Context: an optimization exercise on an open-source flow, tuned for a short achievable clock period and few clock cycles. The choices shown serve that exercise and are no tape-out recipe. Only simulation tests tie the RTL to the original design; equivalence was not proved.

===== config.mk =====
export PLATFORM = sky130hd
export DESIGN_NAME = romprog_core
export DESIGN_NICKNAME = romprog_core
export VERILOG_FILES = /design/flow/design.v
export SDC_FILE = /design/flow/constraint.sdc
export NUM_CORES = 4
export LEC_CHECK = 0
export CAP_MARGIN = 20
export CORE_MARGIN = 2
export CORE_UTILIZATION = 40
export PLACE_DENSITY = 0.6
export SLEW_MARGIN = 20

===== constraint.sdc =====
create_clock -name core_clock -period 10.0 [get_ports {clk}]
set_input_delay 2.0000 -clock core_clock [delete_from_list [all_inputs] [get_ports {clk}]]
set_output_delay 2.0000 -clock core_clock [all_outputs]
set_load 0.01 [all_outputs]

===== design.v =====
module romprog_decoder #(
    parameter MAX_PACKET = 71,
    parameter [7:0] MARKER  = 8'h7E,
    parameter [7:0] ESCAPE  = 8'h7D,
    parameter [7:0] ESC_XOR = 8'h20
) (
    input  wire                    clk,
    input  wire                    rst,
    input  wire                    in_valid,    
    input  wire [7:0]              in_byte,
    output wire                    frame_end,   
    output reg  [6:0]              frame_len,
    output wire [8*MAX_PACKET-1:0] buf_flat
);
    localparam [1:0] S_IDLE = 2'd0, S_INFRAME = 2'd1, S_ESCAPED = 2'd2;
    reg [1:0] dec_state;
    reg [6:0] rx_len;
    reg [7:0] rx_buf [0:MAX_PACKET-1];
    assign frame_end = in_valid && (dec_state == S_INFRAME) &&
                       (in_byte == MARKER) && (rx_len != 7'd0);
    genvar g;
    generate
        for (g = 0; g < MAX_PACKET; g = g + 1) begin : g_flat
            assign buf_flat[8*g +: 8] = rx_buf[g];
        end
    endgenerate
    always @(posedge clk) begin
        if (rst) begin
            dec_state  <= S_IDLE;
            rx_len     <= 7'd0;
            frame_len  <= 7'd0;
        end else begin
            if (in_valid) begin
                case (dec_state)
                    S_IDLE: begin
                        if (in_byte == MARKER) begin
                            rx_len    <= 7'd0;
                            dec_state <= S_INFRAME;
                        end
                    end
                    S_INFRAME: begin
                        if (in_byte == MARKER) begin
                            if (rx_len != 7'd0) begin
                                frame_len  <= rx_len;
                                rx_len     <= 7'd0;
                                dec_state  <= S_IDLE;
                            end
                        end else if (in_byte == ESCAPE) begin
                            dec_state <= S_ESCAPED;
                        end else if (rx_len == MAX_PACKET) begin
                            rx_len    <= 7'd0;      
                            dec_state <= S_IDLE;
                        end else begin
                            rx_buf[rx_len] <= in_byte;
                            rx_len         <= rx_len + 7'd1;
                        end
                    end
                    S_ESCAPED: begin
                        if (in_byte == MARKER) begin
                            rx_len    <= 7'd0;
                            dec_state <= S_INFRAME;
                        end else if (rx_len == MAX_PACKET) begin
                            rx_len    <= 7'd0;
                            dec_state <= S_IDLE;
                        end else begin
                            rx_buf[rx_len] <= in_byte ^ ESC_XOR;
                            rx_len         <= rx_len + 7'd1;
                            dec_state      <= S_INFRAME;
                        end
                    end
                    default: begin
                        rx_len    <= 7'd0;
                        dec_state <= S_IDLE;
                    end
                endcase
            end
        end
    end
endmodule
module romprog_encoder #(
    parameter MAX_REPLY = 68,
    parameter [7:0] MARKER  = 8'h7E,
    parameter [7:0] ESCAPE  = 8'h7D,
    parameter [7:0] ESC_XOR = 8'h20
) (
    input  wire       clk,
    input  wire       rst,
    input  wire       wr_en,
    input  wire [6:0] wr_addr,
    input  wire [7:0] wr_data,
    input  wire       start,
    input  wire [6:0] len,
    output wire       busy,
    output reg        done,       
    output reg        tx_valid,
    output reg  [7:0] tx_data,
    input  wire       tx_ready
);
    localparam [1:0] E_IDLE = 2'd0, E_OPEN = 2'd1, E_BODY = 2'd2, E_CLOSE = 2'd3;
    reg [7:0] rbuf [0:MAX_REPLY-1];
    reg [1:0] state;
    reg [6:0] idx;
    reg [6:0] rlen;
    reg       esc_half;    
    wire [7:0] cur      = rbuf[idx];
    wire       cur_esc  = (cur == MARKER) || (cur == ESCAPE);
    assign busy = (state != E_IDLE);
    always @(*) begin
        tx_valid = 1'b0;
        tx_data  = 8'h00;
        case (state)
            E_OPEN, E_CLOSE: begin
                tx_valid = 1'b1;
                tx_data  = MARKER;
            end
            E_BODY: begin
                tx_valid = 1'b1;
                if (esc_half)     tx_data = cur ^ ESC_XOR;
                else if (cur_esc) tx_data = ESCAPE;
                else              tx_data = cur;
            end
            default: ;
        endcase
    end
    always @(posedge clk) begin
        if (wr_en)
            rbuf[wr_addr] <= wr_data;
    end
    always @(posedge clk) begin
        if (rst) begin
            state    <= E_IDLE;
            idx      <= 7'd0;
            rlen     <= 7'd0;
            esc_half <= 1'b0;
            done     <= 1'b0;
        end else begin
            done <= 1'b0;
            case (state)
                E_IDLE: begin
                    if (start) begin
                        rlen     <= len;
                        idx      <= 7'd0;
                        esc_half <= 1'b0;
                        state    <= E_OPEN;
                    end
                end
                E_OPEN: begin
                    if (tx_ready) state <= E_BODY;
                end
                E_BODY: begin
                    if (tx_ready) begin
                        if (cur_esc && !esc_half) begin
                            esc_half <= 1'b1;
                        end else begin
                            esc_half <= 1'b0;
                            if (idx == rlen - 7'd1)
                                state <= E_CLOSE;
                            else
                                idx <= idx + 7'd1;
                        end
                    end
                end
                E_CLOSE: begin
                    if (tx_ready) begin
                        state <= E_IDLE;
                        done  <= 1'b1;
                    end
                end
            endcase
        end
    end
endmodule
module romprog_core (
    input  wire        clk,
    input  wire        rst,
    input  wire        rx_valid,
    input  wire [7:0]  rx_data,
    output wire        rx_ready,
    output wire        tx_valid,
    output wire [7:0]  tx_data,
    input  wire        tx_ready,
    output wire        flash_req_valid,
    output reg  [2:0]  flash_op,
    output reg  [31:0] flash_addr,
    output reg  [7:0]  flash_wdata,
    input  wire        flash_resp_valid,
    input  wire [7:0]  flash_rdata
);
    localparam [31:0] ROM_SIZE    = 32'd32768;
    localparam [31:0] SECTOR_SIZE = 32'd4096;
    localparam [7:0]  MTL         = 8'd64;
    localparam [7:0]  FW_MAJOR    = 8'h01;
    localparam [7:0]  FW_MINOR    = 8'h00;
    localparam [7:0]  MARKER      = 8'h7E;
    localparam [7:0]  ESCAPE      = 8'h7D;
    localparam [7:0]  ESC_XOR     = 8'h20;
    localparam        MAX_PACKET  = 7 + 64;    
    localparam        MAX_REPLY   = 3 + 65;    
    localparam [7:0] OPC_PING = 8'd0, OPC_IDENT = 8'd1, OPC_READ = 8'd2,
                     OPC_WRITE = 8'd3, OPC_CRC = 8'd4, OPC_ERASE = 8'd5,
                     OPC_CHIP = 8'd6;
    localparam [7:0] ST_NONE = 8'd0, ST_BADCMD = 8'd1, ST_BADADDR = 8'd2,
                     ST_BADLEN = 8'd3;
    localparam [2:0] F_READ = 3'd0, F_WRITE = 3'd1, F_ERASE_SECTOR = 3'd2,
                     F_ERASE_CHIP = 3'd3, F_ENTER_ID = 3'd4, F_LEAVE_ID = 3'd5,
                     F_READ_MFR = 3'd6, F_READ_DEV = 3'd7;
    localparam [1:0] P_RECV = 2'd0, P_EXEC = 2'd1, P_SEND = 2'd2;
    localparam [1:0] X_CHECK = 2'd0, X_OPS = 2'd1, X_FIN = 2'd2, X_START = 2'd3;
    reg  [1:0] phase;
    reg  [1:0] xstep;
    wire                    rx_take = rx_valid && rx_ready;
    wire                    frame_end;
    wire [6:0]              frame_len;
    wire [8*MAX_PACKET-1:0] buf_flat;
    assign rx_ready = (phase == P_RECV);
    romprog_decoder #(
        .MAX_PACKET (MAX_PACKET),
        .MARKER     (MARKER),
        .ESCAPE     (ESCAPE),
        .ESC_XOR    (ESC_XOR)
    ) u_dec (
        .clk       (clk),
        .rst       (rst),
        .in_valid  (rx_take),
        .in_byte   (rx_data),
        .frame_end (frame_end),
        .frame_len (frame_len),
        .buf_flat  (buf_flat)
    );
    function [7:0] cb;    
        input integer i;
        begin
            cb = buf_flat[8*i +: 8];
        end
    endfunction
    wire [7:0]  opcode    = cb(0);
    wire [15:0] total_len = {cb(2), cb(1)};
    wire [31:0] field_a   = {cb(6), cb(5), cb(4), cb(3)};    
    wire [31:0] field_b   = {cb(10), cb(9), cb(8), cb(7)};   
    wire [7:0]  read_len  = cb(7);
    wire [6:0]  pl_len    = frame_len - 7'd3;
    wire [6:0]  write_n   = frame_len - 7'd7;
    wire        hdr_ok    = (frame_len >= 7'd3) && (total_len == {9'd0, frame_len});
    wire [32:0] read_end  = {1'b0, field_a} + {25'd0, read_len};
    wire [32:0] write_end = {1'b0, field_a} + {26'd0, write_n};
    wire        read_rng  = (read_len != 8'd0) && (read_end <= {1'b0, ROM_SIZE});
    wire        write_rng = (write_n != 7'd0) && (write_end <= {1'b0, ROM_SIZE});
    wire        range_ok  = (field_a < field_b) && (field_b <= ROM_SIZE);
    wire        aligned   = ((field_a & (SECTOR_SIZE - 32'd1)) == 32'd0) &&
                            ((field_b & (SECTOR_SIZE - 32'd1)) == 32'd0);
    reg  [7:0]  chk_status;
    always @(*) begin
        chk_status = ST_NONE;
        if (!hdr_ok) begin
            chk_status = ST_BADCMD;
        end else begin
            case (opcode)
                OPC_PING, OPC_IDENT, OPC_CHIP:
                    if (pl_len != 7'd0) chk_status = ST_BADCMD;
                OPC_READ:
                    if (pl_len != 7'd5)        chk_status = ST_BADCMD;
                    else if (read_len > MTL)   chk_status = ST_BADLEN;
                    else if (!read_rng)        chk_status = ST_BADADDR;
                OPC_WRITE:
                    if (pl_len < 7'd5)                 chk_status = ST_BADCMD;
                    else if ({1'b0, write_n} > MTL)    chk_status = ST_BADLEN;
                    else if (!write_rng)               chk_status = ST_BADADDR;
                OPC_CRC:
                    if (pl_len != 7'd8)  chk_status = ST_BADCMD;
                    else if (!range_ok)  chk_status = ST_BADADDR;
                OPC_ERASE:
                    if (pl_len != 7'd8)              chk_status = ST_BADCMD;
                    else if (!(range_ok && aligned)) chk_status = ST_BADADDR;
                default:
                    chk_status = ST_BADCMD;
            endcase
        end
    end
    reg  [15:0] chk_count;
    always @(*) begin
        case (opcode)
            OPC_IDENT: chk_count = 16'd4;
            OPC_READ:  chk_count = {8'd0, read_len};
            OPC_WRITE: chk_count = {9'd0, write_n};
            OPC_CRC:   chk_count = field_b[15:0] - field_a[15:0];
            OPC_ERASE: chk_count = (field_b[15:0] - field_a[15:0]) >> 12;
            OPC_CHIP:  chk_count = 16'd1;
            default:   chk_count = 16'd0;
        endcase
    end
    reg  [7:0]  cmd_op;
    reg  [7:0]  status;
    reg  [15:0] op_idx;
    reg  [15:0] op_count;
    reg  [31:0] cur_addr;
    reg  [15:0] crc;
    reg  [7:0]  id_mfr, id_dev;
    reg  [6:0]  fin_idx;
    reg  [6:0]  reply_len;
    function [15:0] crc16_byte;
        input [15:0] c_in;
        input [7:0]  b;
        integer k;
        reg [15:0] c;
        begin
            c = c_in ^ {b, 8'h00};
            for (k = 0; k < 8; k = k + 1)
                c = c[15] ? ((c << 1) ^ 16'h1021) : (c << 1);
            crc16_byte = c;
        end
    endfunction
    assign flash_req_valid = (phase == P_EXEC) && (xstep == X_OPS);
    always @(*) begin
        flash_op    = F_READ;
        flash_addr  = 32'd0;
        flash_wdata = 8'd0;
        case (cmd_op)
            OPC_IDENT: begin
                case (op_idx[1:0])
                    2'd0: flash_op = F_ENTER_ID;
                    2'd1: flash_op = F_READ_MFR;
                    2'd2: flash_op = F_READ_DEV;
                    default: flash_op = F_LEAVE_ID;
                endcase
            end
            OPC_READ, OPC_CRC: begin
                flash_op   = F_READ;
                flash_addr = cur_addr;
            end
            OPC_WRITE: begin
                flash_op    = F_WRITE;
                flash_addr  = cur_addr;
                flash_wdata = cb(7 + op_idx[5:0]);
            end
            OPC_ERASE: begin
                flash_op   = F_ERASE_SECTOR;
                flash_addr = cur_addr;
            end
            OPC_CHIP: flash_op = F_ERASE_CHIP;
            default: ;
        endcase
    end
    reg [7:0] fin_byte;
    always @(*) begin
        case (fin_idx)
            7'd0: fin_byte = cmd_op;
            7'd1: fin_byte = {1'b0, reply_len};
            7'd2: fin_byte = 8'd0;
            7'd3: fin_byte = status;
            default: begin
                fin_byte = 8'd0;
                if (cmd_op == OPC_PING) begin
                    case (fin_idx)
                        7'd4:  fin_byte = FW_MAJOR;
                        7'd5:  fin_byte = FW_MINOR;
                        7'd6:  fin_byte = ROM_SIZE[7:0];
                        7'd7:  fin_byte = ROM_SIZE[15:8];
                        7'd8:  fin_byte = ROM_SIZE[23:16];
                        7'd9:  fin_byte = ROM_SIZE[31:24];
                        7'd10: fin_byte = MTL;
                        default: fin_byte = 8'd0;
                    endcase
                end else if (cmd_op == OPC_CRC) begin
                    fin_byte = (fin_idx == 7'd4) ? crc[7:0] : crc[15:8];
                end else if (cmd_op == OPC_IDENT) begin
                    fin_byte = (fin_idx == 7'd4) ? id_mfr : id_dev;
                end
            end
        endcase
    end
    wire [6:0] fin_count = (status != ST_NONE)  ? 7'd4  :
                           (cmd_op == OPC_PING)  ? 7'd11 :
                           (cmd_op == OPC_CRC)   ? 7'd6  :
                           (cmd_op == OPC_IDENT) ? 7'd6  : 7'd4;
    reg        rb_we;
    reg  [6:0] rb_addr;
    reg  [7:0] rb_data;
    always @(*) begin
        rb_we   = 1'b0;
        rb_addr = fin_idx;
        rb_data = fin_byte;
        if (phase == P_EXEC && xstep == X_FIN) begin
            rb_we = 1'b1;
        end else if (flash_req_valid && flash_resp_valid && cmd_op == OPC_READ) begin
            rb_we   = 1'b1;
            rb_addr = 7'd4 + op_idx[6:0];
            rb_data = flash_rdata;
        end
    end
    wire enc_done;
    wire enc_start = (phase == P_EXEC) && (xstep == X_START);
    romprog_encoder #(
        .MAX_REPLY (MAX_REPLY),
        .MARKER    (MARKER),
        .ESCAPE    (ESCAPE),
        .ESC_XOR   (ESC_XOR)
    ) u_enc (
        .clk      (clk),
        .rst      (rst),
        .wr_en    (rb_we),
        .wr_addr  (rb_addr),
        .wr_data  (rb_data),
        .start    (enc_start),
        .len      (reply_len),
        .busy     (),
        .done     (enc_done),
        .tx_valid (tx_valid),
        .tx_data  (tx_data),
        .tx_ready (tx_ready)
    );
    always @(posedge clk) begin
        if (rst) begin
            phase     <= P_RECV;
            xstep     <= X_CHECK;
            cmd_op    <= 8'd0;
            status    <= ST_NONE;
            op_idx    <= 16'd0;
            op_count  <= 16'd0;
            cur_addr  <= 32'd0;
            crc       <= 16'd0;
            id_mfr    <= 8'd0;
            id_dev    <= 8'd0;
            fin_idx   <= 7'd0;
            reply_len <= 7'd0;
        end else begin
            case (phase)
                P_RECV: begin
                    if (frame_end) begin
                        phase <= P_EXEC;
                        xstep <= X_CHECK;
                    end
                end
                P_EXEC: begin
                    case (xstep)
                        X_CHECK: begin
                            cmd_op   <= opcode;
                            status   <= chk_status;
                            op_idx   <= 16'd0;
                            op_count <= chk_count;
                            cur_addr <= field_a;
                            crc      <= 16'd0;
                            fin_idx  <= 7'd0;
                            if (chk_status != ST_NONE)
                                reply_len <= 7'd4;
                            else case (opcode)
                                OPC_PING:  reply_len <= 7'd11;
                                OPC_IDENT: reply_len <= 7'd6;
                                OPC_READ:  reply_len <= 7'd4 + read_len[6:0];
                                OPC_CRC:   reply_len <= 7'd6;
                                default:   reply_len <= 7'd4;
                            endcase
                            if (chk_status == ST_NONE && chk_count != 16'd0)
                                xstep <= X_OPS;
                            else
                                xstep <= X_FIN;
                        end
                        X_OPS: begin
                            if (flash_resp_valid) begin
                                if (cmd_op == OPC_CRC)
                                    crc <= crc16_byte(crc, flash_rdata);
                                if (cmd_op == OPC_IDENT && op_idx[1:0] == 2'd1)
                                    id_mfr <= flash_rdata;
                                if (cmd_op == OPC_IDENT && op_idx[1:0] == 2'd2)
                                    id_dev <= flash_rdata;
                                if (cmd_op == OPC_ERASE)
                                    cur_addr <= cur_addr + SECTOR_SIZE;
                                else
                                    cur_addr <= cur_addr + 32'd1;
                                op_idx <= op_idx + 16'd1;
                                if (op_idx + 16'd1 == op_count)
                                    xstep <= X_FIN;
                            end
                        end
                        X_FIN: begin
                            fin_idx <= fin_idx + 7'd1;
                            if (fin_idx + 7'd1 == fin_count)
                                xstep <= X_START;
                        end
                        X_START: begin
                            phase <= P_SEND;
                        end
                    endcase
                end
                P_SEND: begin
                    if (enc_done)
                        phase <= P_RECV;
                end
                default: phase <= P_RECV;
            endcase
        end
    end
endmodule

===== run.sh =====
#!/bin/bash
# synth_recipe.tcl (not shown) runs the flow's synth.tcl, then flattens the netlist and writes it again
# the make line also repeats each setting of config.mk as NAME=value (left out here)
make -C /OpenROAD-flow-scripts/flow DESIGN_CONFIG=/design/flow/config.mk WORK_HOME=/design/flow/orfs CLKGATE_MAP_FILE= SYNTH_SCRIPT=/design/flow/synth_recipe.tcl finish

==> run_results.csv <==
group,metric,value,unit
die,die_area,146000,sq um
detailed_routing,post-route-drc-count,0,
power_and_ir_drop,p_leak,20.7,nW
clocking,cts_tree,"built",
cells_and_area,finalNonFillerCells,5966,
detailed_routing,routed-via-count,34486,
die,starting_density_of_the_core,40.4,%
timing,setup_violations,0,
timing,pin_slew_with_the_least_headroom_to_its_limit,1.15,ns
critical_path,cp_max_fo,68,
detailed_routing,drtPass1Iterations,6,
power_and_ir_drop,comb_power_share,1.2,%
detailed_routing,routed_via_density,5.78,
cells_and_area,ff_latch_area,36700,sq um
cells_and_area,num-fill-cells,12502,
cells_and_area,mostFrequentLayoutCell,"sky130_fd_sc_hd__edfxtp_1",
clocking,clk_latency_worst_skew_pair,0.78,ns
cells_and_area,nets,4091,
synth,synth_cells,3926,
placement,buffer_ports.inserted,74,
synth,synth.yosys.seq_area_share,64.0,%
critical_path,endpoint_kind_of_the_worst_setup_timing_path,"output pin",
worst_hold_path,timing.hold.worst.class,"flop to flop",
power_and_ir_drop,power.density,169,nW/um^2
synth,postSynthAreaPerCell,14.6,sq um
detailed_routing,drtAntennaViolNets,0,
critical_path,required,8.00,ns
cells_and_area,final_layout_size_suffix_gt1_share,15.1,%
detailed_routing,drt_wl_total,149000,microns
clocking,clk_transition_reported_paths,0.06,ns
detailed_routing,drtIter0Drc,4125,
power_and_ir_drop,clock_power_share,46.0,%
cells_and_area,layout.cells.most_common_list,"sky130_fd_sc_hd__edfxtp_1, sky130_fd_sc_hd__nor2_1, sky130_fd_sc_hd__mux4_2, sky130_fd_sc_hd__nand2_1, sky130_fd_sc_hd__a21oi_1",
cells_and_area,multi_input_gate_area_in_the_final_layout,19300,sq um
timing,final_min_period_over_clock_period,74.5,%
synth,synth_compound_area_share,7.03,%
timing,holdWs,0.454,ns
synth,postSynthNetCount,4045,
synth,simple_gate_area_share_of_the_yosys_netlist,9.66,%
synth,asyncSetResetFlopFracSynth,0,%
clocking,postCtsResizedCells,0,
die,die_h,382,microns
timing,setup_repair_after_global_routing_missed_its_margin,"false",
clocking,cts-root-buf,"sky130_fd_sc_hd__clkbuf_16",
power_and_ir_drop,total_power,10.9,mW
power_and_ir_drop,ir_worst_vdd,0.169,mV
timing,fmax,134,MHz
synth,synthesis.area,57300,sq um
die,die_width,382,microns
global_route,vias_in_the_first_global_route,33839,
placement,placedCellCount,5727,
run,maxCapViolations,0,
synth,synthAdderAreaFrac,2.18,%
die,io-pin-count,75,
global_route,globalRoute.totalOverflow,0,
synth,post_synth_mux_area_share,12.6,%
cells_and_area,synthToLayoutAreaGrowth,12.2,%
clocking,cts-hold-fix-buffers,0,
placement,gp_routability_congestion,0.920,
synth,synth-main-ff-cell,"sky130_fd_sc_hd__edfxtp_1",
timing,clock_skew,0.0321,ns
critical_path,crit_path_start_kind,"flop",
power_and_ir_drop,power_switching,2.21,mW
clocking,maximum_level_of_the_cts_h_tree,4,
critical_path,cp.arrival,5.45,ns
global_route,gr_util_all_layers,20.3,%
timing,tns,0,ns
die,placeableCoreArea,142000,sq um
detailed_routing,drt-wirelength-per-cell,25.1,microns
synth,synth_edf_count,1112,
synth,synth_seq_cells,1277,
placement,hpwlAfterDp,96700,microns
timing,period_needed,7.45,ns
global_route,maximum_number_of_pins_on_one_net_before_global_route_repair,113,
synth,synth_warnings,3,
timing,report.final.slew_viol_count,0,
synth,post_synth_xor_area_fraction,1.96,%
worst_hold_path,hold_path_depth,2,
clocking,postCtsSetupBuffers,0,
timing,report.final.hold_viol_count,0,
global_route,grt_first_pass_wirelength,223000,microns
clocking,clk_buf_depth,3,
global_route,grt_antenna_before_repair,1,
outcome,outcome,"finished clean",
synth,yosys.cell_types.count,114,
power_and_ir_drop,seq_power_share,52.8,%
clocking,clock-sinks,1277,
power_and_ir_drop,p_int,8.67,mW
die,rows,138,
clocking,cts_inserted_buffers,133,
power_and_ir_drop,power.share.switching,20.3,%
timing,timing.max_slew.rel_slack,23.0,%
synth,combinational_family_with_the_most_area_after_synthesis,"multiplexers",
critical_path,criticalPathCategory,"flop to output pin",
critical_path,r2r_cells,15,
[worst paths after layout]
check	slack (ns)	to	from
hold / removal	0.45	id_mfr[2]	id_mfr[2]
setup / recovery	2.55	tx_data[1]	flop
hold reg to reg	0.45	id_mfr[2]	id_mfr[2]
setup reg to reg	4.49	xstep[0]	u_dec.frame_len[1]
[per-stage QoR]
step / instance area, sq um / worst slack (ns) / util, %
after floorplan: 57300 / 4.56 / -
after global placement: 59900 / 3.37 / 42.2
after detailed placement: 59900 / 3.40 / 42.2
after CTS: 64300 / 2.55 / 45.3
after global routing: 64300 / 2.25 / 45.3
final: 64300 / 2.55 / 45.3
[layout make-up]
| class | instances | share of cell area, % |
|---|---|---|
| antenna | 1 | 0.00389 |
| clock buffer | 162 | 5.48 |
| clock inverter | 76 | 1.40 |
| inverter | 102 | 0.596 |
| multi-input combinational | 2332 | 30.0 |
| sequential | 1277 | 57.1 |
| tap | 1890 | 3.68 |
| timing repair buffer | 126 | 1.78 |
[flip-flops by register name, summed over array words and instances, names as in the netlist, named ones only]
register         flops
u_enc.idx            7
u_enc.esc_half       1
xstep                2
u_enc.rlen           7
op_count            16
u_enc.rbuf         544
u_dec.dec_state      2
u_dec.rx_len         7
u_dec.rx_buf       568
crc                 16
reply_len            7
cur_addr            32
phase                2
u_enc.done           1
status               2
id_mfr               8
fin_idx              7
id_dev               8
cmd_op               8
op_idx              16
u_enc.state          2
u_dec.frame_len      7
[per-layer routing]
layer / share of wire, % / global-route usage (%) / up-vias
li1: - / - / 15457
met4: 2.2 / 5.95 / 0
met3: 6.3 / 2.99 / 207
met2: 48 / 32.2 / 1225
met1: 44 / 28.9 / 17597
met5: 0 / 0 / -
[Yosys cell counts, types with 16 or more instances]
library cell | count | area (sq um)
sky130_fd_sc_hd__mux4_2 | 289 | 6510
sky130_fd_sc_hd__buf_1 | 29 | 109
sky130_fd_sc_hd__a211oi_1 | 30 | 225
sky130_fd_sc_hd__a31oi_1 | 35 | 219
sky130_fd_sc_hd__a221oi_1 | 18 | 158
sky130_fd_sc_hd__edfxtp_1 | 1112 | 33400
sky130_fd_sc_hd__a22o_1 | 16 | 140
sky130_fd_sc_hd__a21o_1 | 16 | 120
sky130_fd_sc_hd__nor4_1 | 35 | 219
sky130_fd_sc_hd__nor2b_1 | 37 | 231
sky130_fd_sc_hd__nand2b_1 | 25 | 156
sky130_fd_sc_hd__nand2_1 | 279 | 1050
sky130_fd_sc_hd__buf_2 | 26 | 130
sky130_fd_sc_hd__nand4_1 | 43 | 269
sky130_fd_sc_hd__and2_1 | 44 | 275
sky130_fd_sc_hd__clkbuf_1 | 128 | 480
sky130_fd_sc_hd__nor3_1 | 54 | 270
sky130_fd_sc_hd__o21ai_0 | 102 | 510
sky130_fd_sc_hd__mux2i_1 | 64 | 641
sky130_fd_sc_hd__nand3_1 | 152 | 761
sky130_fd_sc_hd__inv_1 | 97 | 364
sky130_fd_sc_hd__a21oi_1 | 193 | 966
sky130_fd_sc_hd__o22ai_1 | 31 | 194
sky130_fd_sc_hd__ha_1 | 95 | 1190
sky130_fd_sc_hd__xor2_1 | 64 | 561
sky130_fd_sc_hd__and3_1 | 34 | 213
sky130_fd_sc_hd__nor2_1 | 324 | 1220
sky130_fd_sc_hd__dfxtp_1 | 165 | 3300
sky130_fd_sc_hd__xnor2_1 | 59 | 517
sky130_fd_sc_hd__a22oi_1 | 43 | 323
[critical path, cell delays in order (launching register included)]
cell                              delay, ns
sky130_fd_sc_hd__dfxtp_4               0.79
sky130_fd_sc_hd__buf_12                0.48
sky130_fd_sc_hd__mux4_2                0.58
sky130_fd_sc_hd__a22o_1                0.26
sky130_fd_sc_hd__a221oi_1              0.43
sky130_fd_sc_hd__o22ai_1               0.25
sky130_fd_sc_hd__a211oi_1              0.41
sky130_fd_sc_hd__or4_1                 0.22
sky130_fd_sc_hd__o21ai_1               0.07
sky130_fd_sc_hd__nand2_2               0.25
sky130_fd_sc_hd__nand3_1               0.12
sky130_fd_sc_hd__a21oi_1               0.18
sky130_fd_sc_hd__clkdlybuf4s50_1       0.54
[power groups by stage]
stage                     sequential, mW  clock [mW]  combinational (mW)
after floorplan                     5.86           0              0.0520
after detailed placement            5.86           0               0.129
after global routing                5.75        5.30               0.139
after global placement              5.86           0               0.126
after CTS                           5.75        5.10               0.129
final                               5.75        5.01               0.128
[cells by family (layout without fill, tap and decap cells)]
group / Yosys count / count (layout)
buffers and inverters: 317 / 466
multiplexers: 359 / 359
AND/OR/NAND/NOR: 1132 / 1132
XOR/XNOR: 125 / 125
adder cells (fa/ha/maj): 98 / 98
AO/OA/AOI/OAI: 618 / 618
other: 0 / 1
flip-flops: 1277 / 1277
Testbench counts, summed over its fixed seeds: cycles 48,817.

## afterwards: timing with drivers on the ports
Ports are ideal in the flow. The routed layout listed here was re-timed in OpenROAD.
Step 1 (the two cells are an assumption about what drives the block):
set clk [get_ports {clk}]
set_driving_cell -lib_cell sky130_fd_sc_hd__clkbuf_16 $clk
set_driving_cell -lib_cell sky130_fd_sc_hd__buf_2 [delete_from_list [all_inputs] $clk]
Step 2 also shifts input and output timing later by t, the mid clock arrival at the registers, as if the neighbouring blocks saw the same clock.
Slacks: ideal / step 1 / step 2; pairs: ideal / step 1.
t (ns): 0.835
setup WS [ns]: 2.549 / 2.477 / 3.312
slew at the worst register clock pin (ns): 0.07 / 0.07
After both steps this run still meets setup and hold. For this run, drivers alone change the setup slack by -0.072 ns; drivers and shift together by +0.763 ns.
